This is an optimization exercise on Yosys and OpenROAD, whose aim is small area, not a production implementation.
Only simulation tests tie the RTL to the original design; equivalence was not proved.
No activity file was given, so power comes from the tool's default toggle rates.

## rc5_decoder
module rc5_decoder (
    input  wire        clk,
    input  wire        rst,           
    input  wire        req_valid,
    input  wire [35:0] req,
    input  wire [31:0] LOW_BOUND,
    input  wire [31:0] HIGH_BOUND,
    output wire [16:0] rsp,
    output wire        available,
    output wire        evt_en,
    output wire        tick_clr
);
    reg        p1, p0;
    reg [13:0] shn;                  
    wire [31:0] ticks = req[31:0];
    wire [15:0] w     = req[15:0];
    wire        o2    = req[35];
    wire        o1    = req[34];
    wire        o0    = req[33];
    wire [32:1] lc, hc;
    wire t_n0;
    rc5_inv   u_ti0 (.a(ticks[0]), .y(t_n0));
    rc5_nor2  u_lc0 (.a(t_n0), .b(LOW_BOUND[0]), .y(lc[1]));    
    rc5_nand2 u_hc0 (.a(t_n0), .b(HIGH_BOUND[0]), .y(hc[1]));    
    wire t_n1, l_nor1, l_nand1, h_nor1, h_nand1;
    rc5_inv   u_ti1 (.a(ticks[1]), .y(t_n1));
  ...
For scale: about 16 flip-flops.
==> flow/config.mk <==
export PLATFORM = sky130hd
export DESIGN_NAME = rc5_decoder
export DESIGN_NICKNAME = rc5_decoder
export VERILOG_FILES = /design/flow/design.v
export SDC_FILE = /design/flow/constraint.sdc
export NUM_CORES = 4
export LEC_CHECK = 0
export CAP_MARGIN = 0
export CORE_MARGIN = 2
export CORE_UTILIZATION = 40
export SETUP_SLACK_MARGIN = -0.3
export SLEW_MARGIN = 0
export SYNTH_HIERARCHICAL = 1
export SYNTH_MINIMUM_KEEP_SIZE = 0
==> flow/constraint.sdc <==
create_clock -name core_clock -period 8.0 [get_ports {clk}]
set_input_delay 1.6000 -clock core_clock [delete_from_list [all_inputs] [get_ports {clk}]]
set_output_delay 1.6000 -clock core_clock [all_outputs]
set_load 0.01 [all_outputs]
standard.sh (not shown) runs the stock make flow with config.mk's settings and CLKGATE_MAP_FILE= SYNTH_SCRIPT=/design/flow/synth_recipe.tcl, a recipe that flattens the netlist after the stock synthesis.
==> flow/flow/run.sh <==
#!/bin/bash
# The standard layout (standard.sh, standard synthesis script), with:
#  * DONT_USE_CELLS: the platform's list plus the larger drive strengths of
#    the logic cells (flow/dont_use.txt), so that synthesis maps the
#    single-gate modules of the RTL to the smallest cells;
#  * port buffers of the smallest buffer cell (buf_1) instead of the cell
#    buffer_ports picks by default;
#  * a clock tree of clkbuf_4 cells, one sink cluster and no dummy loads.
# The whole output of the flow goes to standard_flow.log; ORFS keeps each
# step's log under orfs/logs/.
set -euo pipefail
here=$(cd "$(dirname "$0")" && pwd)
DONT_USE=$(cat "$here/dont_use.txt")
CTS="-sink_clustering_enable -repair_clock_nets -dont_use_dummy_load"
CTS="$CTS -buf_list sky130_fd_sc_hd__clkbuf_4 -root_buf sky130_fd_sc_hd__clkbuf_4"
CTS="$CTS -sink_clustering_buffer sky130_fd_sc_hd__clkbuf_4"
CTS="$CTS -sink_clustering_size 30 -sink_clustering_max_diameter 300"
bash standard.sh "DONT_USE_CELLS=$DONT_USE" \
    "BUFFER_PORTS_ARGS=-buffer_cell sky130_fd_sc_hd__buf_1" \
    "CTS_ARGS=$CTS" finish > standard_flow.log 2>&1
Other scripts of this flow, unchanged in this note and not shown: flow/flow/dont_use.txt
The first run finished clean.
Edit:
CAP_MARGIN = 20   (was 0)
SETUP_SLACK_MARGIN = default   (was -0.3)
SLEW_MARGIN = 20   (was 0)
Effect: The new run completed without violations; sequential power is about the same; worst setup slack is better by 170 ps; wire length barely changes; global-route usage does not change; clock-buffer cell count stays the same; fmax grows by about 2.3%; synthesized cell count does not change; power is about the same.
Edit:
CAP_MARGIN = 0   (was 20)
SETUP_SLACK_MARGIN = -1.0   (was default)
SLEW_MARGIN = 0   (was 20)
What happened: The new run finished with timing, DRC and antenna clean; synthesized cell count stays the same; sequential power is about the same; maximum frequency decreases by 2.8%; worst setup slack gets worse by 210 ps; worst hold slack stays flat; synthesized area is unchanged; routed wire length decreases by 0.76%; cell area falls by 0.98%; global-route usage does not change; critical path depth does not change.

==> re-timing with driven ports <==
The results above use ideal ports. As a check the final layouts listed here were re-extracted and re-timed, cells and wires unchanged.
Step 1 (the two cells are an assumption about what drives the block):
set clk [get_ports {clk}]
set_driving_cell -lib_cell sky130_fd_sc_hd__clkbuf_16 $clk
set_driving_cell -lib_cell sky130_fd_sc_hd__buf_2 [delete_from_list [all_inputs] $clk]
Step 2 moves the port delays by t, midway between the first and last clock arrival at a register: inputs arrive t later, outputs are due t later. That takes back most of the time a late clock gives input paths.
a / b / c = ideal ports / drivers / drivers and shift; a / b = the first two.
| run | t (ns) | setup slack, ns | worst slew at a driven data input, ns | pins driven straight from the clock port |
|---|---|---|---|---|
| the first run | 0.288 | 0.486 / 0.472 / 0.183 | 0.06 | 1 |
| the second run | 0.288 | 0.655 / 0.641 / 0.352 | 0.06 | 1 |
| the third run | 0.288 | 0.443 / 0.428 / 0.140 | 0.06 | 1 |
After both steps setup and hold are still met in every run listed.
